Background: an optimization exercise with open tools, aiming at small area, a short achievable clock period and few clock cycles. Do not read the settings as production practice.
Where RTL was checked, it was by simulation tests only, not by an equivalence proof against the original.
Only the layout flow was run in runs 2 to 4; the RTL was not checked for function there.
Power figures rest on the tool's default switching activity, not on a simulated workload.

File: flow/run.sh
#!/bin/bash
# The standard layout (the standard.sh: standard synthesis, ORFS floorplan to final) with
# these changes to how it is made:
#  - timing repair aims for SETUP_SLACK_MARGIN ns of setup slack rather than 0, so the
#    resizer keeps shortening paths below the clock period;
#  - the port buffers that buffer_ports inserts on every input and output are buf_1 cells;
#  - clock tree synthesis builds the tree from clkbuf_8 cells, in clusters of up to 15 registers, and adds no dummy loads.
# The SDC, the clock period and every other setting are the standard flow's. ORFS's output goes to
# flow.log.
set -euo pipefail
bash standard.sh SETUP_SLACK_MARGIN=${MARGIN:-8.0} \
    BUFFER_PORTS_ARGS="-buffer_cell sky130_fd_sc_hd__buf_1" \
    CTS_ARGS="-sink_clustering_enable -repair_clock_nets -dont_use_dummy_load -buf_list sky130_fd_sc_hd__clkbuf_8 -sink_clustering_size 15 -sink_clustering_max_diameter 60" \
    finish > flow.log 2>&1
File: standard.sh
#!/bin/bash
# synth_recipe.tcl (not shown) runs the flow's synth.tcl, then flattens the netlist and writes it again
# the make line also repeats each setting of config.mk as NAME=value (left out here)
make -C /OpenROAD-flow-scripts/flow DESIGN_CONFIG=/design/flow/config.mk WORK_HOME=/design/flow/orfs CLKGATE_MAP_FILE= SYNTH_SCRIPT=/design/flow/synth_recipe.tcl "${@:-finish}"
File: config.mk
export PLATFORM = sky130hd
export DESIGN_NAME = lcb_effect_player
export DESIGN_NICKNAME = lcb_effect_player
export VERILOG_FILES = /design/flow/design.v
export SDC_FILE = /design/flow/constraint.sdc
export NUM_CORES = 4
export LEC_CHECK = 0
export CAP_MARGIN = 20
export CORE_MARGIN = 2
export CORE_UTILIZATION = 40
export PLACE_DENSITY = 0.6
export SLEW_MARGIN = 20
File: constraint.sdc
create_clock -name core_clock -period 12.0 [get_ports {clk}]
set_input_delay 2.4000 -clock core_clock [delete_from_list [all_inputs] [get_ports {clk}]]
set_output_delay 2.4000 -clock core_clock [all_outputs]
set_load 0.01 [all_outputs]
File: design.v
module lcb_effect_player (
    input  wire        clk,
    input  wire        rst,             
    input  wire        ev_valid,
    output wire        ev_ready,
    input  wire [1:0]  ev_op,           
    input  wire [7:0]  ev_kind,         
    input  wire [23:0] ev_on,           
    input  wire [23:0] ev_off,          
    input  wire [31:0] ev_t0,
    input  wire [31:0] ev_t1,
    input  wire [31:0] ev_hold,
    input  wire [31:0] ev_repeat,
    input  wire [31:0] ev_delay,
    output wire        resp_valid,
    output wire [7:0]  resp_status,
    output wire [2:0]  resp_phase,      
    output wire [1:0]  resp_kind,
    output wire [31:0] resp_remaining,
    output wire [31:0] resp_elapsed,
    output wire        resp_armed,
    output wire [31:0] resp_count,
    output wire        sink_valid,
    output wire [23:0] sink_color       
);
    localparam [1:0] OP_TICK = 2'd0, OP_PLAY = 2'd1, OP_STOP = 2'd2, OP_QUERY = 2'd3;
    localparam [2:0] PH_IDLE       = 3'd0,
                     PH_STROBE_ON  = 3'd1,
                     PH_STROBE_OFF = 3'd2,
                     PH_FADE_IN    = 3'd3,
                     PH_FADE_HOLD  = 3'd4,
                     PH_FADE_OUT   = 3'd5,
                     PH_DELAY      = 3'd6;
    localparam [1:0] SS_OFF = 2'd0, SS_ON = 2'd1, SS_INTERP = 2'd2;
    reg [2:0]  phase;
    reg [1:0]  kind;
    reg [31:0] remaining;
    reg [31:2] el_q;                    
    wire [31:0] elapsed = {el_q, 2'b00};
    reg        armed;
    reg [31:0] count;
    reg [23:0] c_on, c_off;
    reg [31:0] t0, t1, hold;
    reg        rep_nz;                  
    reg        c1;                      
    reg        ei;                      
    reg        rdy;
    reg        pend_play;               
    reg        sink2;                   
    reg        rv, rinv;
    reg [2:0]  rph;                     
    reg [1:0]  rkd;                     
    reg        rrem31;
    reg        sv;
    reg        dgo;                     
    reg        ddone;
    reg        last;                    
    reg        wide;                    
    reg [1:0]  dst;
    reg [2:0]  dj;                      
    reg        ddbl;                    
    reg [32:0] S;                       
    reg [2:0]  tl;                      
    reg [10:0] E, Et;                   
    reg [7:0]  Q0, Q1, Q2;              
    reg        n_etc;                   
    reg        n_dbl;                   
    reg [2:0]  n_ae, n_at, n_one;       
    reg [1:0]  wcy;
    reg [1:0]  dch;                     
    reg [1:0]  wsub;                    
    reg        wchk;                    
    reg        w_t, w_el, w_20, w_inv;  
    reg        w_en, w_dbl, w_dec, w_one, w_conv, w_lastc;
    reg        cr1, cr2;                
    localparam [1:0] D_IDLE = 2'd0, D_ETC = 2'd1, D_RUN = 2'd2, D_WIDE = 2'd3;
    assign ev_ready = rdy & ~(ei & ~ddone);
    wire accept = ev_valid & ev_ready;
    assign resp_valid     = rv;
    assign resp_status    = {6'd0, rinv, 1'b0};
    assign resp_phase     = rph;
    assign resp_kind      = rkd;
    assign resp_remaining = {rrem31, remaining[30:0]};
    assign resp_elapsed   = elapsed;
    assign resp_armed     = armed;
    assign resp_count     = count;
    assign sink_valid     = sv;
    assign sink_color     = {Q0, Q1, Q2};         
    wire        fi    = (phase == PH_FADE_IN);
    wire        fi_fo = fi | (phase == PH_FADE_OUT);
    wire        t0z   = (t0 == 32'd0);
    wire        t1z   = (t1 == 32'd0);
    wire        rem1  = (remaining == 32'd1);
    wire [31:0] rem_dec = remaining - 32'd1;
    wire [31:0] el_inc  = elapsed + 32'd20;
    reg [2:0]  x_phase;
    reg [1:0]  x_kind;
    reg [31:0] x_rem, x_el, x_count;
    reg        x_armed, x_c1;
    reg        x_sink, x_sink2;
    reg [1:0]  x_ssel;
    reg        do_first, do_cc, do_fadein, do_fin;
    always @* begin
        x_phase = phase;  x_kind = kind;  x_rem = remaining;  x_el = elapsed;
        x_armed = 1'b0;  x_count = 32'd0;  x_c1 = 1'b0;
        x_sink = 1'b0;  x_sink2 = 1'b0;  x_ssel = SS_ON;
        do_first = 1'b0;  do_cc = 1'b0;  do_fadein = 1'b0;  do_fin = 1'b0;
        if (pend_play) begin
            if (count != 32'd0) begin
                x_phase = PH_DELAY;
                x_armed = 1'b1;  x_count = count;  x_c1 = (count == 32'd1);
            end else begin
                do_first = 1'b1;
            end
        end else begin
            case (phase)
            PH_DELAY: do_first = 1'b1;
            PH_STROBE_ON: begin
                x_sink = 1'b1;  x_ssel = SS_OFF;
                if (rep_nz && rem1) begin
                    do_fin = 1'b1;
                end else begin
                    if (rep_nz) x_rem = rem_dec;
                    x_phase = PH_STROBE_OFF;
                    x_armed = 1'b1;  x_count = t1z ? 32'd1 : t1;  x_c1 = (t1[31:1] == 31'd0);
                end
            end
            PH_STROBE_OFF: begin
                x_sink = 1'b1;  x_ssel = SS_ON;
                x_phase = PH_STROBE_ON;
                x_armed = 1'b1;  x_count = t0z ? 32'd1 : t0;  x_c1 = (t0[31:1] == 31'd0);
            end
            PH_FADE_IN: begin
                if (last) begin
                    x_el = 32'd0;
                    x_sink = 1'b1;  x_ssel = SS_OFF;
                    x_phase = PH_FADE_HOLD;
                    x_armed = 1'b1;  x_count = (hold == 32'd0) ? 32'd1 : hold;
                    x_c1 = (hold[31:1] == 31'd0);
                end else begin
                    x_el = el_inc;
                    x_sink = 1'b1;  x_ssel = SS_INTERP;
                    x_armed = 1'b1;  x_count = 32'd20;
                end
            end
            PH_FADE_HOLD: begin
                x_el = 32'd0;
                if (t1z) begin
                    x_sink = 1'b1;  x_ssel = SS_ON;
                    do_cc = 1'b1;
                end else begin
                    x_phase = PH_FADE_OUT;
                    x_armed = 1'b1;  x_count = 32'd20;
                end
            end
            PH_FADE_OUT: begin
                if (last) begin
                    x_el = 32'd0;
                    x_sink = 1'b1;  x_ssel = SS_ON;
                    do_cc = 1'b1;
                end else begin
                    x_el = el_inc;
                    x_sink = 1'b1;  x_ssel = SS_INTERP;
                    x_armed = 1'b1;  x_count = 32'd20;
                end
            end
            default: ;
            endcase
        end
        if (do_cc) begin
            if (rep_nz && rem1) begin
                do_fin = 1'b1;
            end else begin
                if (rep_nz) x_rem = rem_dec;
                do_fadein = 1'b1;
            end
        end
        if (do_first) begin
            x_sink = 1'b1;  x_ssel = SS_ON;
            if (kind == 2'd1) begin
                x_phase = PH_STROBE_ON;
                x_armed = 1'b1;  x_count = t0z ? 32'd1 : t0;  x_c1 = (t0[31:1] == 31'd0);
            end else begin
                do_fadein = 1'b1;
            end
        end
        if (do_fadein) begin
            x_el = 32'd0;
            if (t0z) begin
                x_sink2 = 1'b1;
                x_phase = PH_FADE_HOLD;
                x_armed = 1'b1;  x_count = (hold == 32'd0) ? 32'd1 : hold;
                x_c1 = (hold[31:1] == 31'd0);
            end else begin
                x_phase = PH_FADE_IN;
                x_armed = 1'b1;  x_count = 32'd20;
            end
        end
        if (do_fin) begin
            x_phase = PH_IDLE;  x_kind = 2'd0;  x_rem = 32'd0;  x_el = 32'd0;
            x_armed = 1'b0;  x_count = 32'd0;  x_c1 = 1'b0;
        end
    end
    wire kind_ok = (ev_kind == 8'd1) || (ev_kind == 8'd2);
    wire expire  = armed & c1;
    wire sel_x   = pend_play | (accept & (ev_op == OP_TICK) & expire);
    wire q_ld    = (sel_x & x_sink & (x_ssel != SS_INTERP)) | sink2;
    wire [23:0] q_col = (sel_x & (x_ssel == SS_ON)) ? c_on : c_off;
    always @(posedge clk) begin
        if (rst) begin
            phase <= PH_IDLE;  kind <= 2'd0;  remaining <= 32'd0;  el_q <= 30'd0;
            armed <= 1'b0;  count <= 32'd0;
            c1 <= 1'b0;  ei <= 1'b0;  rdy <= 1'b1;  pend_play <= 1'b0;  sink2 <= 1'b0;
            rv <= 1'b0;  rinv <= 1'b0;  sv <= 1'b0;
            dgo <= 1'b0;
        end else begin
            rv <= 1'b0;
            sv <= 1'b0;
            dgo <= 1'b0;
            if (sel_x) begin
                pend_play <= 1'b0;
                phase <= x_phase;  kind <= x_kind;  remaining <= x_rem;  el_q <= x_el[31:2];
                armed <= x_armed;  count <= x_count;  c1 <= x_c1;  ei <= 1'b0;
                sv <= x_sink;
                sink2 <= x_sink2;  rdy <= ~x_sink2;
                dgo <= ~x_sink2;                         
            end else if (sink2) begin
                sink2 <= 1'b0;
                sv <= 1'b1;
                rdy <= 1'b1;
                dgo <= 1'b1;
            end else if (accept) begin
                if (ev_op != OP_TICK) begin
                    rph <= phase;  rkd <= kind;  rrem31 <= remaining[31];
                end
                case (ev_op)
                OP_TICK: begin
                    if (armed) begin
                        count <= count - 32'd1;
                        c1 <= (count == 32'd2);
                        ei <= (count == 32'd2) & fi_fo;
                    end
                end
                OP_PLAY: begin
                    rv <= 1'b1;
                    rinv <= ~kind_ok;
                    if (kind_ok) begin
                        kind <= ev_kind[1:0];
                        c_on <= ev_on;  c_off <= ev_off;
                        t0 <= ev_t0;  t1 <= ev_t1;  hold <= ev_hold;
                        rep_nz <= (ev_repeat != 32'd0);
                        remaining <= ev_repeat;
                        el_q <= 30'd0;
                        phase <= PH_IDLE;
                        armed <= 1'b0;  count <= ev_delay;  c1 <= 1'b0;  ei <= 1'b0;
                        pend_play <= 1'b1;
                        rdy <= 1'b0;
                    end
                end
                OP_STOP: begin
                    rv <= 1'b1;
                    rinv <= 1'b0;
                    phase <= PH_IDLE;  kind <= 2'd0;  remaining <= 32'd0;  el_q <= 30'd0;
                    armed <= 1'b0;  count <= 32'd0;  c1 <= 1'b0;  ei <= 1'b0;
                    dgo <= 1'b1;
                end
                default: begin                           
                    rv <= 1'b1;
                    rinv <= 1'b0;
                end
                endcase
            end
        end
    end
    wire [31:0] tsel = fi ? t0 : t1;
    wire        wide_now = (tsel[31:10] != 22'd0);
    function [5:0] sd_all(input [23:0] a, input [23:0] b, input [2:0] j, input f);
        reg [7:0] a0, a1, a2, b0, b1, b2;
        begin
            a0 = a[23:16];  a1 = a[15:8];  a2 = a[7:0];
            b0 = b[23:16];  b1 = b[15:8];  b2 = b[7:0];
            sd_all = f ? {a2[j], b2[j], a1[j], b1[j], a0[j], b0[j]}
                       : {b2[j], a2[j], b1[j], a1[j], b0[j], a0[j]};
        end
    endfunction
    wire [5:0]  sd_j = sd_all(c_on, c_off, dj, fi);         
    wire [5:0]  sd_7 = sd_all(c_on, c_off, 3'd7, fi);       
    wire [1:0]  sdw  = (dch == 2'd0) ? sd_j[1:0] : (dch == 2'd1) ? sd_j[3:2] : sd_j[5:4];
    function [8:0] nclass(input [5:0] sd);
        integer k;
        reg [1:0] p;
        begin
            for (k = 0; k < 3; k = k + 1) begin
                p = sd[2*k +: 2];
                nclass[k]     = (p == 2'b01);
                nclass[3 + k] = (p == 2'b10);
                nclass[6 + k] = (p == 2'b11);
            end
        end
    endfunction
    wire [2:0]  selE  = (n_ae & tl) | (n_at & ~tl);
    wire [2:0]  selEt = (n_ae & ~tl) | (n_at & tl);
    wire [2:0]  inv   = n_at | ({3{n_dbl}} & ~tl) | {2'b00, n_etc} | {3{w_inv}};
    wire        selTn = n_dbl | n_etc;
    wire [32:0] t33   = {1'b0, tsel};
    wire [32:0] el33  = {1'b0, elapsed};
    wire [10:0] b0 = ({11{selTn | w_t}} & t33[10:0]) | ({11{selE[0]}} & E) | ({11{selEt[0]}} & Et)
                   | ({11{w_el}} & el33[10:0]) | ({11{w_20}} & 11'd20);
    wire [10:0] b1 = ({11{selTn}} & tsel[10:0]) | ({11{selE[1]}} & E) | ({11{selEt[1]}} & Et)
                   | ({11{w_t}} & t33[21:11]) | ({11{w_el}} & el33[21:11]);
    wire [10:0] b2 = ({11{selTn}} & tsel[10:0]) | ({11{selE[2]}} & E) | ({11{selEt[2]}} & Et)
                   | ({11{w_t}} & t33[32:22]) | ({11{w_el}} & el33[32:22]);
    wire        sh  = n_dbl | w_dbl;
    wire [10:0] a0 = sh ? {S[9:0], 1'b0} : S[10:0];
    wire [10:0] a1 = sh ? {S[20:11], wide & S[10]} : S[21:11];
    wire [10:0] a2 = sh ? {S[31:22], wide & S[21]} : S[32:22];
    wire        ci1 = wide ? cr1 : inv[1];
    wire        ci2 = wide ? cr2 : inv[2];
    function [11:0] lane_add(input [10:0] a, input [10:0] b, input ci);
        reg [12:0] sum;
        begin
            sum = {1'b0, a, 1'b1} + {1'b0, b, ci};
            lane_add = sum[12:1];
        end
    endfunction
    wire [11:0] r0 = lane_add(a0, b0 ^ {11{inv[0]}}, inv[0]);
    wire [11:0] r1 = lane_add(a1, b1 ^ {11{inv[1]}}, ci1);
    wire [11:0] r2 = lane_add(a2, b2 ^ {11{inv[2]}}, ci2);
    wire [32:0] rw = {r2[10:0], r1[10:0], r0[10:0]};
    wire [2:0]  sg = {r2[10], r1[10], r0[10]};
    wire        wlast = (dst == D_WIDE) & (wcy == 2'd3);    
    wire [2:0]  wch   = {dch == 2'd2, dch == 2'd1, dch == 2'd0};
    wire [2:0]  nen   = {3{n_dbl}} | n_ae | n_at;           
    wire [2:0]  qsh = {3{n_dbl}} | ({3{wlast & w_dbl}} & wch);
    wire [2:0]  qin = n_ae | n_at | n_one | ({3{wlast & (w_dec | w_one)}} & wch);
    wire [2:0]  dg  = n_one | (nen & ~sg) | {3{w_one | ((w_dbl | w_dec) & ~sg[2])}};
    reg  [2:0]  pq_sh, pq_in, pq_dg;
    always @(posedge clk) begin
        if (dgo) begin
            pq_sh <= 3'b000;  pq_in <= 3'b000;  pq_dg <= 3'b000;
        end else begin
            pq_sh <= qsh;  pq_in <= qin;  pq_dg <= dg;
        end
    end
    wire [7:0]  Q0i = Q0 + 8'd1, Q1i = Q1 + 8'd1, Q2i = Q2 + 8'd1;
    wire [7:0]  Q0a = pq_sh[0] ? {Q0[6:0], 1'b1} : Q0i,  Q0b = pq_sh[0] ? {Q0[6:0], 1'b0} : Q0;
    wire [7:0]  Q1a = pq_sh[1] ? {Q1[6:0], 1'b1} : Q1i,  Q1b = pq_sh[1] ? {Q1[6:0], 1'b0} : Q1;
    wire [7:0]  Q2a = pq_sh[2] ? {Q2[6:0], 1'b1} : Q2i,  Q2b = pq_sh[2] ? {Q2[6:0], 1'b0} : Q2;
    always @(posedge clk) begin
        if (q_ld) begin
            {Q0, Q1, Q2} <= q_col;
        end else if (dgo) begin
            Q0 <= 8'd0;  Q1 <= 8'd0;  Q2 <= 8'd0;
        end else begin
            if (pq_sh[0] | pq_in[0]) Q0 <= pq_dg[0] ? Q0a : Q0b;
            if (pq_sh[1] | pq_in[1]) Q1 <= pq_dg[1] ? Q1a : Q1b;
            if (pq_sh[2] | pq_in[2]) Q2 <= pq_dg[2] ? Q2a : Q2b;
        end
    end
    wire        w_nextch = wlast & (w_dec | w_one | (~w_en & ~w_dbl & ~wchk)) & (dj == 3'd0)
                         & (dch != 2'd2);
    wire        s_clr = n_etc | (wlast & w_lastc) | w_nextch;
    always @(posedge clk) begin
        if (dgo) begin
            S <= wide_now ? 33'd0 : {22'd0, el_inc[10:0]};
            tl <= 3'b000;
        end else if (s_clr) begin
            S <= 33'd0;
            tl <= 3'b000;
        end else if (wide) begin
            if (wlast & w_en) S <= rw;
            if (wlast & w_conv) tl[0] <= 1'b1;
            else if (wlast & (w_dbl | w_dec)) tl[0] <= sg[2];
        end else begin
            if (nen[0]) begin S[10:0]  <= r0[10:0]; tl[0] <= sg[0]; end
            if (nen[1]) begin S[21:11] <= r1[10:0]; tl[1] <= sg[1]; end
            if (nen[2]) begin S[32:22] <= r2[10:0]; tl[2] <= sg[2]; end
        end
    end
    always @(posedge clk) begin
        if (rst) begin
            dst <= D_IDLE;
            ddone <= 1'b0;
            n_etc <= 1'b0;  n_dbl <= 1'b0;  n_ae <= 3'b000;  n_at <= 3'b000;  n_one <= 3'b000;
            w_t <= 1'b0;  w_el <= 1'b0;  w_20 <= 1'b0;  w_inv <= 1'b0;
            w_en <= 1'b0;  w_dbl <= 1'b0;  w_dec <= 1'b0;  w_one <= 1'b0;  w_conv <= 1'b0;
            w_lastc <= 1'b0;
        end else if (dgo) begin
            ddone <= 1'b0;
            wide <= wide_now;
            E <= el_inc[10:0];
            dj <= 3'd7;  ddbl <= 1'b0;  dch <= 2'd0;  wsub <= 2'd0;  wcy <= 2'd0;  wchk <= 1'b1;
            n_etc <= ~wide_now;  n_dbl <= 1'b0;  n_ae <= 3'b000;  n_at <= 3'b000;  n_one <= 3'b000;
            w_t <= 1'b0;  w_el <= 1'b0;  w_20 <= 1'b0;  w_inv <= 1'b0;
            w_en <= 1'b0;  w_dbl <= 1'b0;  w_dec <= 1'b0;  w_one <= 1'b0;  w_conv <= 1'b0;
            w_lastc <= 1'b0;
            dst <= wide_now ? D_WIDE : D_ETC;
        end else begin
            case (dst)
            D_ETC: begin                                 
                Et <= r0[10:0];
                last <= r0[11];                          
                n_etc <= 1'b0;
                {n_one, n_at, n_ae} <= nclass(sd_7);     
                dst <= D_RUN;
            end
            D_RUN: begin
                if (n_dbl) begin                         
                    n_dbl <= 1'b0;
                    {n_one, n_at, n_ae} <= nclass(sd_j);
                end else if (dj == 3'd0) begin
                    {n_one, n_at, n_ae} <= 9'd0;
                    dst <= D_IDLE;
                    ddone <= 1'b1;
                end else begin                           
                    {n_one, n_at, n_ae} <= 9'd0;
                    n_dbl <= 1'b1;
                    dj <= dj - 3'd1;
                end
            end
            D_WIDE: begin
                wcy <= wcy + 2'd1;
                cr1 <= r0[11];
                cr2 <= r1[11];
                if (wcy == 2'd0) begin
                    w_t <= 1'b0;  w_el <= 1'b0;  w_20 <= 1'b0;  w_inv <= 1'b0;
                    w_en <= 1'b0;  w_dbl <= 1'b0;  w_dec <= 1'b0;  w_one <= 1'b0;
                    w_conv <= 1'b0;  w_lastc <= 1'b0;
                    if (wchk) begin                      
                        w_en <= 1'b1;
                        case (wsub)
                            2'd0:    w_el <= 1'b1;
                            2'd1:    w_20 <= 1'b1;
                            default: begin w_t <= 1'b1; w_inv <= 1'b1; w_lastc <= 1'b1; end
                        endcase
                    end else if (ddbl) begin             
                        w_en <= 1'b1;  w_dbl <= 1'b1;  w_t <= 1'b1;  w_inv <= ~tl[0];
                    end else if (sdw == 2'b11) begin
                        w_one <= 1'b1;
                    end else if (sdw != 2'b00) begin
                        w_en <= 1'b1;
                        if (!tl[0]) begin                
                            w_conv <= 1'b1;  w_t <= 1'b1;  w_inv <= 1'b1;
                        end else if (sdw == 2'b01) begin    
                            if (wsub == 2'd0) w_el <= 1'b1; else w_20 <= 1'b1;
                            w_dec <= (wsub == 2'd1);
                        end else begin                   
                            case (wsub)
                                2'd0:    w_t <= 1'b1;
                                2'd1:    begin w_el <= 1'b1; w_inv <= 1'b1; end
                                default: begin w_20 <= 1'b1; w_inv <= 1'b1; end
                            endcase
                            w_dec <= (wsub == 2'd2);
                        end
                    end
                end
                if (wcy == 2'd3) begin
                    if (wchk) begin
                        wsub <= wsub + 2'd1;
                        if (w_lastc) begin
                            last <= ~sg[2];
                            wsub <= 2'd0;
                            wchk <= 1'b0;
                        end
                    end else if (w_dbl) begin
                        ddbl <= 1'b0;
                    end else if (w_conv) begin
                    end else if (w_en & ~w_dec) begin
                        wsub <= wsub + 2'd1;
                    end else begin                       
                        wsub <= 2'd0;
                        if (dj == 3'd0) begin
                            if (dch == 2'd2) begin
                                dst <= D_IDLE;
                                ddone <= 1'b1;
                            end else begin
                                dch <= dch + 2'd1;
                                dj <= 3'd7;
                            end
                        end else begin
                            dj <= dj - 3'd1;
                            ddbl <= 1'b1;
                        end
                    end
                end
            end
            default: ;
            endcase
        end
    end
endmodule
==> results of run 1 <==
## cells by family (layout without fill, tap and decap cells)
family	after synthesis	in the layout	share of synthesized area, %
other	1	10	0.01585
buffers and inverters	256	530	5.018
adder cells (fa/ha/maj)	62	62	3.342
multiplexers	101	102	5.124
XOR/XNOR	121	121	4.479
AND/OR/NAND/NOR	907	909	18.47
flip-flops	388	388	43.10
AO/OA/AOI/OAI	729	730	20.45
## layer usage
layer / vias to the layer above / GRT usage [%]
met4: 0 / 9.387
met1: 10920 / 38.51
met2: 1290 / 43.87
li1: 10130 / -
met5: - / 0
met3: 200 / 6.132
## through the flow
stage	util (%)	power, W
after global placement	43.24	0.003005
final	45.97	0.003955
after CTS	45.13	0.003898
after floorplan	-	0.002710
after global routing	45.97	0.004171
after detailed placement	43.25	0.003042
## layout by cell type (no fill, tap or decap), types with 11 or more instances in the layout
cell type	synthesis	layout
mux2_2	41	38
or2_2	10	11
a21o_1	15	14
nor3_1	90	87
a32o_1	11	11
nand2_1	256	250
inv_1	57	54
a21oi_1	186	183
xnor2_1	70	69
or3_1	23	22
buf_1	8	345
buf_4	50	58
xor2_1	51	50
nor2b_1	26	25
clkbuf_8	0	43
edfxtp_1	243	243
a211oi_1	58	57
and2_1	19	15
nand4_1	21	21
a222oi_1	30	30
a22oi_1	55	55
nor4_1	47	46
mux2i_1	48	41
o21ai_0	179	173
nand3_1	47	47
a221oi_1	45	43
mux4_2	12	12
nand2b_1	20	19
dfxtp_1	145	133
ha_1	60	56
a31oi_1	21	20
nor2_1	278	269
and3_1	14	14
## worst max-delay path: cells and delay by family
kind            cells  cell delay (ns)
xor+xnor            1             0.33
simple gates        3             0.51
compound gates      4             0.94
buf+inv             2             0.39
## final cells by class
class | count | area share [%]
inverters | 57 | 0.8795
clock buffers | 43 | 2.189
diodes | 1 | 0.009258
well taps | 773 | 3.578
repair buffers | 430 | 8.323
multi-input cells | 1933 | 47.19
flip-flops and latches | 388 | 37.84
## repair_timing
item                                    CTS  global route
pin swaps                                 6            24
hold endpoints to repair                  0             0
setup buffers                            16            24
cloned                                    6             6
endpoints found under the setup margin  322           119
resized for setup                        55            58
## state kept, by name, summed over array words and instances, names as in the netlist, 9 cells and up
name / cells
hold: 32
c_off: 24
remaining: 32
c_on: 24
t0: 32
E: 9
S: 33
Et: 11
count: 32
t1: 32
el_q: 30
## Yosys cell counts, types with 11 or more instances
cell | instances | area share, %
ha_1 | 60 | 3.2
nand4_1 | 21 | 0.56
o31ai_1 | 11 | 0.35
a221oi_1 | 45 | 1.7
a21oi_1 | 186 | 3.9
inv_1 | 57 | 0.90
nor2_1 | 278 | 4.4
a32o_1 | 11 | 0.47
o22ai_1 | 11 | 0.29
dfxtp_1 | 145 | 12
xnor2_1 | 70 | 2.6
nand2b_1 | 20 | 0.53
nor2b_1 | 26 | 0.69
and2_1 | 19 | 0.50
nand2_1 | 256 | 4.1
or3_1 | 23 | 0.61
nand3_1 | 47 | 0.99
a21o_1 | 15 | 0.48
and3_1 | 14 | 0.37
nor3_1 | 90 | 1.9
a211oi_1 | 58 | 1.8
a22oi_1 | 55 | 1.7
buf_4 | 50 | 1.6
mux4_2 | 12 | 1.1
edfxtp_1 | 243 | 31
xor2_1 | 51 | 1.9
mux2_2 | 41 | 2.0
a222oi_1 | 30 | 1.3
mux2i_1 | 48 | 2.0
clkbuf_1 | 130 | 2.1
nor4_1 | 47 | 1.2
a31oi_1 | 21 | 0.56
o21ai_0 | 179 | 3.8
## power groups by stage
stage               combinational [W]  sequential (W)  clock, W
finish                        0.00144         0.00171  0.000808
global route                  0.00158         0.00172  0.000868
CTS                           0.00138         0.00170  0.000820
detailed placement            0.00131         0.00173         0
global placement              0.00127         0.00173         0
floorplan                     0.00102         0.00169         0
## path summary, 6_finish.rpt
path / to / cells after the start / slack [ns]
max: count[0] / 10 / 7.91
min: remaining[3] / 2 / 0.50
max reg2reg: tl[1] / 18 / 8.13
min reg2reg: remaining[3] / 2 / 0.50
==> results.toml, run 1 <==
[detailed_routing]
wl_met1_um = 37130
drtIter0Drc = 2703
vias_per_cell = 6.218
drc = 0
top_layer_used = "met4"
firstDrtPassIters = 6
avgRoutedWirePerCell_um = 24.91
drt.antenna.violating_nets = 0
wl_met2_um = 40630
routed_wirelength_um = 90290
vias = 22540
wl_met3_um = 9342

[sta]
hold_viol_final = 0
finalSetupTns_ns = 0
worst_slew_pin_slew_ns = 1.073
setup_viol = 0
period_share_pct = 34.07
finClkSkew_ns = 0.07100
setup_slack_ns = 7.912
fmax_mhz = 244.6
drv_slew = 0
whs_ns = 0.5049
rsz0062_at_grt = "true"
post-route-min-period_ns = 4.088
slew-limit-headroom_pct = 28.21

[grt]
antenna_found_initial = 1
grt_pass1_wl_um = 130700
grt_max_degree = 66
grt_usage_pct = 28.09
gr-total-overflow = 0
grt_pass1_vias = 21074

[synth]
synth_top_flop_cell = "edfxtp_1"
synth-seq-cells = 388
yosys_warnings = 1
synth.distinct_cells = 95
synth_edf_count = 243
yosysSeqAreaShare_pct = 43.10
netlist_instances = 2565
synth.avg_cell_area_um2 = 9.225
syn_area_um2 = 23660
synthArstFlopShare_pct = 0

[worst_setup_path]
required_ns = 12.50
worstReg2RegStart = "phase[1]"
arrival_ns = 4.59
criticalPathCategory = "in2reg"
path_cells = "buf_1 -> xor2_2 -> a31oi_2 -> nor2_1 -> o32a_2 -> buf_12 -> o21ai_0 -> a221o_1 -> nor3_1 -> nor4_1"
cpPeakStageDelay_ns = 0.33
critPathSlowestCell = "xor2_2"
end_kind = "register"
cp_max_fo = 33
startpoint = "ev_kind[0]"
worstSetupStartpointType = "input pin"

[placed_design]
io_buffers = 348
placed_area_um2 = 25430
place_hpwl_um = 63720
place.gp.congestion = 0.9597
dp.cells = 3529
dp_slack_ns = 6.384

[layout]
final_cells = 3625
fin_nets = 3136
area_delta_synth_final_pct = 14.23
multi_input_area_um2 = 12750
register_area_um2 = 10230
drive_gt1_share_pct = 10.80
n_fill_cell = 5747
fin_area_um2 = 27030

[floorplan]
pin_count = 358
coreArea_um2 = 58800
rows = 89
start_util_pct = 40.25
die_x_um = 247.2
die_area_um2 = 61120
dieHeight_um = 247.2

[clocking]
root_buffer = "clkbuf_8"
clkTransAtPathRegs_ns = 0.06
insertion_delay_ns = 0.67
cts_hold_buffers = 0
numCtsBuffers = 43
cts_tree = "done"
clock-sinks = 388
cts_max_level = 2
clk_path_buf_depth = 3

[power]
ir_drop_uv = 82.79
p_int_w = 0.002550
p_leak_nw = 9.285
p_comb_share_pct = 36.4
powerDensity_nw_per_um2 = 146.3
p_clk_share_pct = 20.4
seqPwrFrac_pct = 43.1
p_sw_share_pct = 35.52
switchingPower_w = 0.001405

[run_status]
outcome = "finished clean"

[hold_path]
hold_start = "remaining[3]"
hp-class = "reg2reg"

[flow_run]
drv_cap = 0
Testbench counts, summed over its fixed seeds: cycles 48,260.
==> run 2: changes to the inputs <==
--- a/design.v
+++ b/design.v
@@ -66,7 +66,9 @@
     reg        n_etc;                   
     reg        n_dbl;                   
     reg [2:0]  n_ae, n_at, n_one;       
-    reg [1:0]  wcy;
+    reg [2:0]  n_sE, n_sEt, n_inv;      
+    reg [2:0]  wcy;
+    reg [1:0]  sdwq;                    
     reg [1:0]  dch;                     
     reg [1:0]  wsub;                    
     reg        wchk;                    
@@ -286,6 +288,8 @@
     wire [5:0]  sd_j = sd_all(c_on, c_off, dj, fi);         
     wire [5:0]  sd_7 = sd_all(c_on, c_off, 3'd7, fi);       
     wire [1:0]  sdw  = (dch == 2'd0) ? sd_j[1:0] : (dch == 2'd1) ? sd_j[3:2] : sd_j[5:4];
+    wire [8:0]  cl_j = nclass(sd_j);
+    wire [8:0]  cl_7 = nclass(sd_7);
     function [8:0] nclass(input [5:0] sd);
         integer k;
         reg [1:0] p;
@@ -298,9 +302,9 @@
             end
         end
     endfunction
-    wire [2:0]  selE  = (n_ae & tl) | (n_at & ~tl);
-    wire [2:0]  selEt = (n_ae & ~tl) | (n_at & tl);
-    wire [2:0]  inv   = n_at | ({3{n_dbl}} & ~tl) | {2'b00, n_etc} | {3{w_inv}};
+    wire [2:0]  selE  = n_sE;
+    wire [2:0]  selEt = n_sEt;
+    wire [2:0]  inv   = n_inv | {3{w_inv}};
     wire        selTn = n_dbl | n_etc;
     wire [32:0] t33   = {1'b0, tsel};
     wire [32:0] el33  = {1'b0, elapsed};
@@ -328,33 +332,25 @@
     wire [11:0] r2 = lane_add(a2, b2 ^ {11{inv[2]}}, ci2);
     wire [32:0] rw = {r2[10:0], r1[10:0], r0[10:0]};
     wire [2:0]  sg = {r2[10], r1[10], r0[10]};
-    wire        wlast = (dst == D_WIDE) & (wcy == 2'd3);    
+    wire        wlast = (dst == D_WIDE) & (wcy == 3'd4);    
     wire [2:0]  wch   = {dch == 2'd2, dch == 2'd1, dch == 2'd0};
     wire [2:0]  nen   = {3{n_dbl}} | n_ae | n_at;           
     wire [2:0]  qsh = {3{n_dbl}} | ({3{wlast & w_dbl}} & wch);
     wire [2:0]  qin = n_ae | n_at | n_one | ({3{wlast & (w_dec | w_one)}} & wch);
     wire [2:0]  dg  = n_one | (nen & ~sg) | {3{w_one | ((w_dbl | w_dec) & ~sg[2])}};
-    reg  [2:0]  pq_sh, pq_in, pq_dg;
-    always @(posedge clk) begin
-        if (dgo) begin
-            pq_sh <= 3'b000;  pq_in <= 3'b000;  pq_dg <= 3'b000;
-        end else begin
-            pq_sh <= qsh;  pq_in <= qin;  pq_dg <= dg;
-        end
-    end
     wire [7:0]  Q0i = Q0 + 8'd1, Q1i = Q1 + 8'd1, Q2i = Q2 + 8'd1;
-    wire [7:0]  Q0a = pq_sh[0] ? {Q0[6:0], 1'b1} : Q0i,  Q0b = pq_sh[0] ? {Q0[6:0], 1'b0} : Q0;
-    wire [7:0]  Q1a = pq_sh[1] ? {Q1[6:0], 1'b1} : Q1i,  Q1b = pq_sh[1] ? {Q1[6:0], 1'b0} : Q1;
-    wire [7:0]  Q2a = pq_sh[2] ? {Q2[6:0], 1'b1} : Q2i,  Q2b = pq_sh[2] ? {Q2[6:0], 1'b0} : Q2;
+    wire [7:0]  Q0a = n_dbl | w_dbl ? {Q0[6:0], 1'b1} : Q0i,  Q0b = n_dbl | w_dbl ? {Q0[6:0], 1'b0} : Q0;
+    wire [7:0]  Q1a = n_dbl | w_dbl ? {Q1[6:0], 1'b1} : Q1i,  Q1b = n_dbl | w_dbl ? {Q1[6:0], 1'b0} : Q1;
+    wire [7:0]  Q2a = n_dbl | w_dbl ? {Q2[6:0], 1'b1} : Q2i,  Q2b = n_dbl | w_dbl ? {Q2[6:0], 1'b0} : Q2;
     always @(posedge clk) begin
         if (q_ld) begin
             {Q0, Q1, Q2} <= q_col;
         end else if (dgo) begin
             Q0 <= 8'd0;  Q1 <= 8'd0;  Q2 <= 8'd0;
         end else begin
-            if (pq_sh[0] | pq_in[0]) Q0 <= pq_dg[0] ? Q0a : Q0b;
-            if (pq_sh[1] | pq_in[1]) Q1 <= pq_dg[1] ? Q1a : Q1b;
-            if (pq_sh[2] | pq_in[2]) Q2 <= pq_dg[2] ? Q2a : Q2b;
+            if (qsh[0] | qin[0]) Q0 <= dg[0] ? Q0a : Q0b;
+            if (qsh[1] | qin[1]) Q1 <= dg[1] ? Q1a : Q1b;
+            if (qsh[2] | qin[2]) Q2 <= dg[2] ? Q2a : Q2b;
         end
     end
     wire        w_nextch = wlast & (w_dec | w_one | (~w_en & ~w_dbl & ~wchk)) & (dj == 3'd0)
@@ -382,6 +378,7 @@
             dst <= D_IDLE;
             ddone <= 1'b0;
             n_etc <= 1'b0;  n_dbl <= 1'b0;  n_ae <= 3'b000;  n_at <= 3'b000;  n_one <= 3'b000;
+            n_sE <= 3'b000;  n_sEt <= 3'b000;  n_inv <= 3'b000;
             w_t <= 1'b0;  w_el <= 1'b0;  w_20 <= 1'b0;  w_inv <= 1'b0;
             w_en <= 1'b0;  w_dbl <= 1'b0;  w_dec <= 1'b0;  w_one <= 1'b0;  w_conv <= 1'b0;
             w_lastc <= 1'b0;
@@ -389,8 +386,9 @@
             ddone <= 1'b0;
             wide <= wide_now;
             E <= el_inc[10:0];
-            dj <= 3'd7;  ddbl <= 1'b0;  dch <= 2'd0;  wsub <= 2'd0;  wcy <= 2'd0;  wchk <= 1'b1;
+            dj <= 3'd7;  ddbl <= 1'b0;  dch <= 2'd0;  wsub <= 2'd0;  wcy <= 3'd0;  wchk <= 1'b1;
             n_etc <= ~wide_now;  n_dbl <= 1'b0;  n_ae <= 3'b000;  n_at <= 3'b000;  n_one <= 3'b000;
+            n_sE <= 3'b000;  n_sEt <= 3'b000;  n_inv <= {2'b00, ~wide_now};
             w_t <= 1'b0;  w_el <= 1'b0;  w_20 <= 1'b0;  w_inv <= 1'b0;
             w_en <= 1'b0;  w_dbl <= 1'b0;  w_dec <= 1'b0;  w_one <= 1'b0;  w_conv <= 1'b0;
             w_lastc <= 1'b0;
@@ -401,28 +399,36 @@
                 Et <= r0[10:0];
                 last <= r0[11];                          
                 n_etc <= 1'b0;
-                {n_one, n_at, n_ae} <= nclass(sd_7);     
+                {n_one, n_at, n_ae} <= cl_7;             
+                n_sE <= cl_7[5:3];  n_sEt <= cl_7[2:0];  n_inv <= cl_7[5:3];
                 dst <= D_RUN;
             end
             D_RUN: begin
                 if (n_dbl) begin                         
                     n_dbl <= 1'b0;
-                    {n_one, n_at, n_ae} <= nclass(sd_j);
+                    {n_one, n_at, n_ae} <= cl_j;
+                    n_sE  <= (cl_j[2:0] & sg) | (cl_j[5:3] & ~sg);
+                    n_sEt <= (cl_j[2:0] & ~sg) | (cl_j[5:3] & sg);
+                    n_inv <= cl_j[5:3];
                 end else if (dj == 3'd0) begin
                     {n_one, n_at, n_ae} <= 9'd0;
+                    n_sE <= 3'b000;  n_sEt <= 3'b000;  n_inv <= 3'b000;
                     dst <= D_IDLE;
                     ddone <= 1'b1;
                 end else begin                           
                     {n_one, n_at, n_ae} <= 9'd0;
+                    n_sE <= 3'b000;  n_sEt <= 3'b000;
+                    n_inv <= ~((nen & sg) | (~nen & tl));
                     n_dbl <= 1'b1;
                     dj <= dj - 3'd1;
                 end
             end
             D_WIDE: begin
-                wcy <= wcy + 2'd1;
+                wcy <= (wcy == 3'd4) ? 3'd0 : wcy + 3'd1;
                 cr1 <= r0[11];
                 cr2 <= r1[11];
-                if (wcy == 2'd0) begin
+                if (wcy == 3'd0) sdwq <= sdw;
+                if (wcy == 3'd1) begin
                     w_t <= 1'b0;  w_el <= 1'b0;  w_20 <= 1'b0;  w_inv <= 1'b0;
                     w_en <= 1'b0;  w_dbl <= 1'b0;  w_dec <= 1'b0;  w_one <= 1'b0;
                     w_conv <= 1'b0;  w_lastc <= 1'b0;
@@ -435,13 +441,13 @@
                         endcase
                     end else if (ddbl) begin             
                         w_en <= 1'b1;  w_dbl <= 1'b1;  w_t <= 1'b1;  w_inv <= ~tl[0];
-                    end else if (sdw == 2'b11) begin
+                    end else if (sdwq == 2'b11) begin
                         w_one <= 1'b1;
-                    end else if (sdw != 2'b00) begin
+                    end else if (sdwq != 2'b00) begin
                         w_en <= 1'b1;
                         if (!tl[0]) begin                
                             w_conv <= 1'b1;  w_t <= 1'b1;  w_inv <= 1'b1;
-                        end else if (sdw == 2'b01) begin    
+                        end else if (sdwq == 2'b01) begin   
                             if (wsub == 2'd0) w_el <= 1'b1; else w_20 <= 1'b1;
                             w_dec <= (wsub == 2'd1);
                         end else begin                   
@@ -454,7 +460,7 @@
                         end
                     end
                 end
-                if (wcy == 2'd3) begin
+                if (wcy == 3'd4) begin
                     if (wchk) begin
                         wsub <= wsub + 2'd1;
                         if (w_lastc) begin
==> flow/run.sh (replaced) <==
#!/bin/bash
# The standard layout (the standard.sh: standard synthesis, ORFS floorplan to final) with
# these changes to how it is made:
#  - timing repair aims for SETUP_SLACK_MARGIN ns of setup slack rather than 0, so the
#    resizer keeps shortening paths below the clock period;
#  - the port buffers that buffer_ports inserts on every input and output are buf_1 cells;
#  - clock tree synthesis builds the tree from clkbuf_8 cells and adds no dummy loads.
# The SDC, the clock period and every other setting are the standard flow's. ORFS's output goes to
# flow.log.
set -euo pipefail
bash standard.sh SETUP_SLACK_MARGIN=${MARGIN:-7.5} \
    BUFFER_PORTS_ARGS="-buffer_cell sky130_fd_sc_hd__buf_1" \
    CTS_ARGS="-sink_clustering_enable -repair_clock_nets -dont_use_dummy_load -buf_list sky130_fd_sc_hd__clkbuf_8" \
    finish > flow.log 2>&1
==> results.toml, run 2 <==
[layout]
drive_gt1_share_pct = 9.598
layout_commonest_cell = "nand2_1"
diodes = 0
area_delta_synth_final_pct = 15.41
fin_nets = 3173
final_cell_mix = "356 x nand2_1, 347 x buf_1, 246 x edfxtp_1"
largest_reg_flops = 33
final_util_pct = 46.75
regMostFlops = "S"

[run_status]
outcome = "finished clean"

[synth]
yosys.area.top_type = "edfxtp_1"
syn_area_um2 = 23420
synthTopCellsByArea = "edfxtp_1 32%, dfxtp_1 12%, nand2_1 5.8%"
synth.avg_cell_area_um2 = 9.115
synth.distinct_cells = 90
synth_top_area_share_pct = 31.55
synth_common_cells = "360 x nand2_1, 247 x nor2_1, 246 x edfxtp_1"
synth_edf_count = 246
synth-seq-cells = 391
yosys_warnings = 1
synth_top_flop_cell = "edfxtp_1"
synthArstFlopShare_pct = 0
yosysMostFrequentCell = "nand2_1"
yosysSeqAreaShare_pct = 43.94
netlist_instances = 2569

[floorplan]
die_x_um = 246.0
rows = 88
die_area_um2 = 60490
dieHeight_um = 246.0
pin_count = 358
start_util_pct = 40.51
coreArea_um2 = 57810

[worst_setup_path]
cp_max_fo = 32
worstSetupStartpointType = "input pin"
required_ns = 12.45
end_kind = "register"
criticalPathCategory = "in2reg"
arrival_ns = 4.98

[power]
p_int_w = 0.002694
p_sw_share_pct = 34.41
ir_drop_uv = 88.65
seqPwrFrac_pct = 41.1
p_leak_nw = 9.758
powerDensity_nw_per_um2 = 152.0
p_comb_share_pct = 33.2
switchingPower_w = 0.001414
p_clk_share_pct = 25.8
total_power_w = 0.004108

[grt]
grt_pass1_wl_um = 126400
grt_max_degree = 76
grt_usage_pct = 27.07
grt_pass1_vias = 21222
gr-total-overflow = 0
antenna_found_initial = 1

[sta]
hold_viol_final = 0
finalSetupTns_ns = 0
fmax_mhz = 220.5
period_share_pct = 37.79
rsz0062_at_grt = "true"
setup_slack_ns = 7.466
worst_slew_pin_slew_ns = 1.375
finClkSkew_ns = 0.09490
setup_viol = 0
slew-limit-headroom_pct = 7.336
drv_slew = 0
post-route-min-period_ns = 4.534

[placed_design]
io_buffers = 348
place.gp.congestion = 0.9885
dp_slack_ns = 5.623
place_hpwl_um = 61200

[detailed_routing]
vias = 22404
drc = 0
avgRoutedWirePerCell_um = 23.33
routed_wirelength_um = 85190
firstDrtPassIters = 9
drt.antenna.violating_nets = 0
drtIter0Drc = 2746
vias_per_cell = 6.136

[flow_run]
drv_cap = 0

[clocking]
cts_tree = "done"
clock-sinks = 391
cts_hold_buffers = 0
insertion_delay_ns = 0.67
clk_path_buf_depth = 3
clkTransAtPathRegs_ns = 0.06
cts_max_level = 3
root_buffer = "clkbuf_8"
numCtsBuffers = 73

[hold_path]
hp-class = "reg2reg"
## run 2: cell count changes after synthesis, moves of 17 or more
| cell | before | now |
|---|---|---|
| buf_2 | 7 | 26 |
| nand2_1 | 256 | 360 |
| nand3_1 | 47 | 80 |
| clkbuf_1 | 130 | 109 |
| mux2_2 | 41 | 0 |
| a211oi_1 | 58 | 20 |
| nor2_1 | 278 | 247 |
| nor3_1 | 90 | 61 |
| a21oi_1 | 186 | 144 |
| a221oi_1 | 45 | 28 |
| o21ai_0 | 179 | 148 |
## run 2: routing by layer
layer  wire length (um)  track usage [%]  up-vias
met5                  0                0        -
met4               3393            10.78        0
met3               8237            5.806      212
met2              38290            41.85     1293
met1              35270            36.80    10800
li1                   -                -    10099
## run 2: kinds of logic after synthesis
kind of cell             after synthesis  share of synthesized area (%)
XOR/XNOR                             132                          4.969
AND/OR/NAND/NOR                     1005                          20.13
flip-flops                           391                          43.94
other                                  1                        0.01601
AO/OA/AOI/OAI                        644                          18.42
multiplexers                          77                          4.040
buffers and inverters                255                          4.996
adder cells (fa/ha/maj)               64                          3.484
## run 2: final cells by class
cell class,count,area [um2]
timing repair buffer,431,2128
tap,765,957.2
sequential,391,10290
clock buffer,73,1005
inverter,57,214.0
multi-input combinational,1934,12430
fill,5617,30780
## run 2: final timing paths
path / startpoint / to / slack (ns) / cells past startpoint
max: ev_kind[3] / el_q[23] / 7.47 / 13
min: remaining[31] / rrem31 / 0.45 / 0
max reg2reg: phase[2] / Q0[3] / 7.52 / 19
min reg2reg: remaining[31] / rrem31 / 0.45 / 0
## run 2: stage by stage
stage	std cells	area, um2	hold WS [ns]
detailed placement	3530	25210	0.4388
finish	3651	27020	0.4531
global route	3651	27020	0.4707
CTS	3623	26620	0.4515
global placement	3530	25210	0.4313
floorplan	2577	23630	0.4029
## run 2: repair_timing
item | in CTS | in global routing
resized for setup | 47 | 41
pin swaps | 11 | 25
cloned | 4 | 3
setup endpoints to repair | 231 | 157
setup buffers | 16 | 25
## run 2: worst max-delay path, stage by stage
cell,delay (ns)
buf_1,0.07
or4_4,0.53
o41a_1,0.48
nor3_4,0.17
buf_4,0.14
buf_4,0.10
a21oi_2,0.05
buf_6,0.20
nor2_4,0.15
o21ai_4,0.10
or3_4,0.37
nand4b_1,0.12
o41ai_2,0.08
## run 2: power groups by stage
stage | Combinational (W) | Clock (W) | Sequential (W)
global route | 0.00149 | 0.00114 | 0.00170
detailed placement | 0.00122 | 0 | 0.00171
global placement | 0.00119 | 0 | 0.00170
CTS | 0.00128 | 0.00108 | 0.00168
floorplan | 0.000931 | 0 | 0.00167
finish | 0.00136 | 0.00106 | 0.00169
==> run 3: changes to the inputs <==
--- a/flow/run.sh
+++ b/flow/run.sh
@@ -8,7 +8,7 @@
 # The SDC, the clock period and every other setting are the standard flow's. ORFS's output goes to
 # flow.log.
 set -euo pipefail
-bash standard.sh SETUP_SLACK_MARGIN=${MARGIN:-7.5} \
+bash standard.sh SETUP_SLACK_MARGIN=${MARGIN:-8.0} \
     BUFFER_PORTS_ARGS="-buffer_cell sky130_fd_sc_hd__buf_1" \
     CTS_ARGS="-sink_clustering_enable -repair_clock_nets -dont_use_dummy_load -buf_list sky130_fd_sc_hd__clkbuf_8" \
     finish > flow.log 2>&1
==> results.toml, run 3 <==
[sta]
slew-limit-headroom_pct = 33.07
worst_slew_pin_slew_ns = 0.9948
drv_slew = 0
fmax_mhz = 228.0
post-route-min-period_ns = 4.387
hold_viol_final = 0
whs_ns = 0.4636
finClkSkew_ns = 0.08396
period_share_pct = 36.56
setup_viol = 0
finalSetupTns_ns = 0
rsz0062_at_grt = "true"

[placed_design]
place.gp.congestion = 0.9491
io_buffers = 348
place_hpwl_um = 62380

[synth]
synth.avg_cell_area_um2 = 9.115
synth_top_flop_cell = "edfxtp_1"
synthArstFlopShare_pct = 0
yosys_warnings = 1
yosysSeqAreaShare_pct = 43.94
synthTopCellsByArea = "edfxtp_1 32%, dfxtp_1 12%, nand2_1 5.8%"
yosys.area.top_type = "edfxtp_1"
synth.distinct_cells = 90
synth_common_cells = "360 x nand2_1, 247 x nor2_1, 246 x edfxtp_1"
netlist_instances = 2569
synth_top_area_share_pct = 31.55
yosysMostFrequentCell = "nand2_1"
syn_area_um2 = 23420
synth-seq-cells = 391
synth_edf_count = 246

[layout]
regMostFlops = "S"
final_cell_mix = "346 x nand2_1, 346 x buf_1, 246 x edfxtp_1"
diodes = 0
fin_nets = 3261
largest_reg_flops = 33
area_delta_synth_final_pct = 25.05
drive_gt1_share_pct = 17.72
n_fill_cell = 5397

[worst_setup_path]
critical_path.reg2reg.endpoint = "Q0[7]"
endpoint = "Q0[7]"
rrSetupSlack_ns = 7.61
arrival_ns = 4.80
required_ns = 12.41
end_kind = "register"
worstReg2RegStart = "phase[2]"
startpoint = "phase[2]"
cp_max_fo = 5
criticalPathCategory = "reg2reg"
r2r_cells = 19
worstSetupStartpointType = "register"

[hold_path]
hp-class = "reg2reg"

[floorplan]
die_x_um = 246.0
rows = 88
dieHeight_um = 246.0
coreArea_um2 = 57810
pin_count = 358
start_util_pct = 40.51
die_area_um2 = 60490

[grt]
grt_usage_pct = 28.44
gr-total-overflow = 0
antenna_found_initial = 2
grt_pass1_vias = 22045
grt_pass1_wl_um = 131900
grt_max_degree = 61

[clocking]
cts_max_level = 3
clock-sinks = 391
clk_path_buf_depth = 3
cts_tree = "done"
insertion_delay_ns = 0.68
clkTransAtPathRegs_ns = 0.05
root_buffer = "clkbuf_8"
numCtsBuffers = 73
cts_hold_buffers = 0

[detailed_routing]
vias = 23032
drt.antenna.violating_nets = 0
drtIter0Drc = 2555
firstDrtPassIters = 12
drc = 0
vias_per_cell = 6.160
avgRoutedWirePerCell_um = 24.05
routed_wirelength_um = 89910

[power]
powerDensity_nw_per_um2 = 147.5
p_leak_nw = 10.62
ir_drop_uv = 101.1

[flow_run]
drv_cap = 0

[run_status]
outcome = "finished clean"
==> run 3: cell counts after synthesis <==
Identical to the previous run, type by type.
==> run 3: critical path: stages (launching register included) <==
cell	delay [ns]
dfxtp_4	0.36
nand3b_1	0.17
buf_6	0.16
buf_12	0.13
nand2_4	0.05
nand2_2	0.04
a222oi_1	0.32
o21ai_1	0.17
xnor2_1	0.17
ha_1	0.36
nand2_2	0.08
o31ai_4	0.32
a31oi_4	0.13
o31a_1	0.32
xnor2_4	0.18
a21o_4	0.25
o31a_1	0.29
buf_4	0.16
o2111a_1	0.23
a311o_1	0.27
==> run 3: cells by family after synthesis <==
family                     count (synthesis)  share of synthesized area [%]
muxes                                     77                          4.040
DFF                                      391                          43.94
buffers and inverters                    255                          4.996
adders and majority gates                 64                          3.484
and+or+nand+nor                         1005                          20.13
xor gates and xnor gates                 132                          4.969
AOI/OAI and AO/OA                        644                          18.42
other                                      1                        0.01601
==> run 3: routing by layer <==
metal | vias to the layer above | wire, um | track usage [%]
met2 | 1349 | 39980 | 43.97
met5 | - | 11 | 0
met4 | 2 | 4146 | 12.87
li1 | 10292 | - | -
met1 | 11122 | 36350 | 37.94
met3 | 267 | 9421 | 6.275
==> run 3: repair_timing <==
action / in CTS / in global routing
gates cloned: 13 / 6
endpoints found under the setup margin: 233 / 254
buffers inserted: 95 / 30
pin swaps: 81 / 116
resized for setup: 183 / 128
==> run 3: worst min-delay path by stage <==
stage	startpoint	end	slack (ns)	cells past startpoint
after global placement	kind[1]	rkd[1]	0.43	0
after CTS	remaining[31]	rrem31	0.45	0
final	remaining[31]	rrem31	0.46	0
after detailed placement	kind[1]	rkd[1]	0.45	0
after global routing	remaining[31]	rrem31	0.48	0
after floorplan	phase[0]	rph[0]	0.40	0
==> run 3: cell type report <==
| cell class | count | area [um2] | area share [%] |
|---|---|---|---|
| timing repair buffer | 516 | 3278 | 11.20 |
| multi-input combinational | 1937 | 13500 | 46.12 |
| inverter | 57 | 231.5 | 0.7905 |
| sequential | 391 | 10310 | 35.20 |
| clock buffer | 73 | 1005 | 3.431 |
| tap | 765 | 957.2 | 3.269 |
==> run 3: where the power goes <==
group          total, W  switching [W]  internal, W
Clock           0.00107       0.000536     0.000534
Sequential      0.00169       0.000117      0.00157
Combinational   0.00156       0.000863     0.000694
==> run 3: per-stage QoR <==
step | cells | cell area [um2] | power (W) | worst slack, ns | util [%]
6_report | 3739 | 29280 | 0.004318 | 7.613 | 50.66
5_1_grt | 3739 | 29280 | 0.004536 | 7.457 | 50.66
4_1_cts | 3703 | 28360 | 0.004223 | 7.654 | 49.06
3_5_place_dp | 3522 | 25510 | 0.002966 | 6.444 | 44.14
3_3_place_gp | 3522 | 25510 | 0.002937 | 6.513 | 44.13
2_1_floorplan | 2577 | 24190 | 0.002640 | 3.577 | -
==> run 4: changes to the inputs <==
==> flow/run.sh (replaced) <==
#!/bin/bash
# The standard layout (the standard.sh: standard synthesis, ORFS floorplan to final) with
# these changes to how it is made:
#  - timing repair aims for SETUP_SLACK_MARGIN ns of setup slack rather than 0, so the
#    resizer keeps shortening paths below the clock period;
#  - the port buffers that buffer_ports inserts on every input and output are buf_1 cells;
#  - clock tree synthesis builds the tree from clkbuf_8 cells, in clusters of up to 15 registers, and adds no dummy loads.
# The SDC, the clock period and every other setting are the standard flow's. ORFS's output goes to
# flow.log.
set -euo pipefail
bash standard.sh SETUP_SLACK_MARGIN=${MARGIN:-8.0} \
    BUFFER_PORTS_ARGS="-buffer_cell sky130_fd_sc_hd__buf_1" \
    CTS_ARGS="-sink_clustering_enable -repair_clock_nets -dont_use_dummy_load -buf_list sky130_fd_sc_hd__clkbuf_8 -sink_clustering_size 15 -sink_clustering_max_diameter 60" \
    finish > flow.log 2>&1
==> results.toml, run 4 <==
[run_status]
outcome = "finished clean"

[layout]
regMostFlops = "S"
diodes = 0
fin_nets = 3222
final_cell_mix = "347 x buf_1, 344 x nand2_1, 246 x edfxtp_1"
drive_gt1_share_pct = 17.17
area_delta_synth_final_pct = 23.37
layout_commonest_cell = "buf_1"
largest_reg_flops = 33

[sta]
slew-limit-headroom_pct = 12.89
period_share_pct = 36.73
hold_viol_final = 0
finClkSkew_ns = 0.07952
worst_slew_pin_slew_ns = 1.293
drv_slew = 0
setup_viol = 0
rsz0062_at_grt = "true"
whs_ns = 0.4821
finalSetupTns_ns = 0
fmax_mhz = 226.9
post-route-min-period_ns = 4.408

[grt]
grt_pass1_vias = 21713
grt_usage_pct = 28.02
gr-total-overflow = 0
antenna_found_initial = 1
grt_max_degree = 62
grt_pass1_wl_um = 130600

[detailed_routing]
firstDrtPassIters = 9
drtIter0Drc = 2625
vias_per_cell = 6.181
vias = 22871
routed_wirelength_um = 89460
avgRoutedWirePerCell_um = 24.18
drc = 0
drt.antenna.violating_nets = 0

[synth]
synth_top_area_share_pct = 31.55
synthTopCellsByArea = "edfxtp_1 32%, dfxtp_1 12%, nand2_1 5.8%"
syn_area_um2 = 23420
yosysMostFrequentCell = "nand2_1"
synth.distinct_cells = 90
netlist_instances = 2569
yosys.area.top_type = "edfxtp_1"
synth.avg_cell_area_um2 = 9.115
yosys_warnings = 1
synthArstFlopShare_pct = 0
synth_edf_count = 246
synth-seq-cells = 391
synth_common_cells = "360 x nand2_1, 247 x nor2_1, 246 x edfxtp_1"
yosysSeqAreaShare_pct = 43.94
synth_top_flop_cell = "edfxtp_1"

[clocking]
numCtsBuffers = 40
cts_max_level = 2
clkTransAtPathRegs_ns = 0.09
cts_tree = "done"
clk_path_buf_depth = 3
clock-sinks = 391
insertion_delay_ns = 0.65
root_buffer = "clkbuf_8"
cts_hold_buffers = 0

[power]
switchingPower_w = 0.001455
seqPwrFrac_pct = 41.9
p_clk_share_pct = 19.1
p_leak_nw = 10.38
p_int_w = 0.002573
p_sw_share_pct = 36.12
powerDensity_nw_per_um2 = 139.4
ir_drop_uv = 97.93
p_comb_share_pct = 39.0

[placed_design]
place_hpwl_um = 62380
io_buffers = 348
place.gp.congestion = 0.9491

[floorplan]
start_util_pct = 40.51
dieHeight_um = 246.0
die_area_um2 = 60490
pin_count = 358
coreArea_um2 = 57810
die_x_um = 246.0
rows = 88

[hold_path]
hold_start = "remaining[4]"
hp-class = "reg2reg"
hold_path_depth = 2
hold_path_end = "remaining[4]"

[worst_setup_path]
cp_max_fo = 5
worstReg2RegStart = "phase[2]"
end_kind = "register"
criticalPathCategory = "reg2reg"
required_ns = 12.41
rrSetupSlack_ns = 7.59
worstSetupStartpointType = "register"
r2r_cells = 17
critical_path.reg2reg.endpoint = "Q0[3]"
arrival_ns = 4.82

[flow_run]
drv_cap = 0
-- run 4: cell types whose count changed in the layout (fill, tap and decap cells not counted), sizes merged --
cell and change:
a31o +1, clkbuf -35, buf -7, bufbuf +2
-- run 4: cell type report --
type	instances	area [um2]
clock buffers	40	550.5
flip-flops and latches	391	10310
repair buffers	509	3216
fillers	5431	28920
multi-input cells	1938	13630
well taps	765	957.2
inverters	57	231.5
-- run 4: routing by layer --
metal  track usage (%)  vias up  part of all wire [%]
li1                  -    10217                     -
met1             38.01    11114                    41
met2             43.53     1309                    45
met3             5.359      229                   9.6
met4             12.00        2                   4.3
met5                 0        -                 0.012
-- run 4: metrics by stage --
| step | setup slack (ns) | utilization [%] | cell area (um2) | total power (W) | cells |
|---|---|---|---|---|---|
| final | 7.592 | 49.97 | 28890 | 0.004028 | 3700 |
| after global routing | 7.431 | 49.97 | 28890 | 0.004233 | 3700 |
| after CTS | 7.611 | 48.42 | 27990 | 0.003947 | 3671 |
| after detailed placement | 6.444 | 44.14 | 25510 | 0.002966 | 3522 |
| after global placement | 6.513 | 44.13 | 25510 | 0.002937 | 3522 |
| after floorplan | 3.577 | - | 24190 | 0.002640 | 2577 |
-- run 4: power by group through the flow --
stage                     registers [W]  clock network, W  logic, W
after detailed placement        0.00171                 0   0.00126
after CTS                       0.00168          0.000784   0.00148
after global routing            0.00170          0.000828   0.00171
after global placement          0.00171                 0   0.00123
after floorplan                 0.00167                 0  0.000969
final                           0.00169          0.000769   0.00157
-- run 4: how the worst max path moves through the flow --
stage	startpoint	to	slack (ns)	cells after the start
3_3_place_gp	ev_kind[3]	c_off[4]	6.51	7
3_5_place_dp	ev_kind[3]	c_off[5]	6.44	7
2_1_floorplan	ev_kind[3]	c_off[0]	3.58	4
4_1_cts	phase[2]	Q0[3]	7.61	18
5_1_grt	phase[2]	Q0[3]	7.43	18
6_report	phase[2]	Q0[3]	7.59	17
-- run 4: kinds of logic after synthesis --
kind of cell    count (synthesis)  synth area share, %
compound gates                644                18.42
flops                         391                43.94
simple gates                 1005                20.13
fa+ha+maj                      64                3.484
xor+xnor                      132                4.969
buf+inv                       255                4.996
other cells                     1              0.01601
mux                            77                4.040
-- run 4: repair_timing --
item	4_1_cts	5_1_grt
endpoints found under the setup margin	240	236
gates cloned	15	5
setup buffers	94	24
pin swaps	70	94
hold endpoints to repair	0	0
gates resized for setup	199	142
-- run 4: critical path, stage by stage, from the launching register on --
cell	delay [ns]
dfxtp_4	0.36
nand3b_1	0.28
buf_6	0.21
buf_16	0.13
mux2i_2	0.31
o21ai_1	0.15
xnor2_1	0.20
ha_1	0.34
nand2_2	0.07
o31ai_4	0.32
a31oi_4	0.12
o31a_1	0.32
xnor2_4	0.18
a21o_4	0.24
o31a_1	0.29
buf_4	0.15
o2111a_1	0.22
a311o_1	0.26

-- re-timing with driven ports --
The flow's constraints put no driver on any port. The routed layouts listed below were extracted and timed again, unchanged, in two steps.
Step 1 assumes that a clkbuf_16 drives the clock port and a buf_2 every other input.
Step 2, shift: input delay + t, output delay - t, t = (earliest + latest rising clock arrival at the registers) / 2. This alone moves slack from input paths to output paths.
Slacks: ideal ports / drivers / drivers and shift; pairs: ideal ports / drivers.
run	t (ns)	slack for setup (ns)	worst hold slack (ns)
run 1	0.694	7.912 / 7.945 / 7.251	0.505 / 0.505 / 0.505
run 2	0.680	7.466 / 7.506 / 6.825	0.453 / 0.453 / 0.453
run 3	0.697	7.613 / 7.613 / 7.007	0.464 / 0.464 / 0.464
run 4	0.673	7.592 / 7.592 / 6.968	0.482 / 0.482 / 0.482
After both steps setup and hold are still met in every run listed. The setup slack of run 1, which loses most, moves by +0.033 ns with the drivers and by -0.661 ns with both steps.
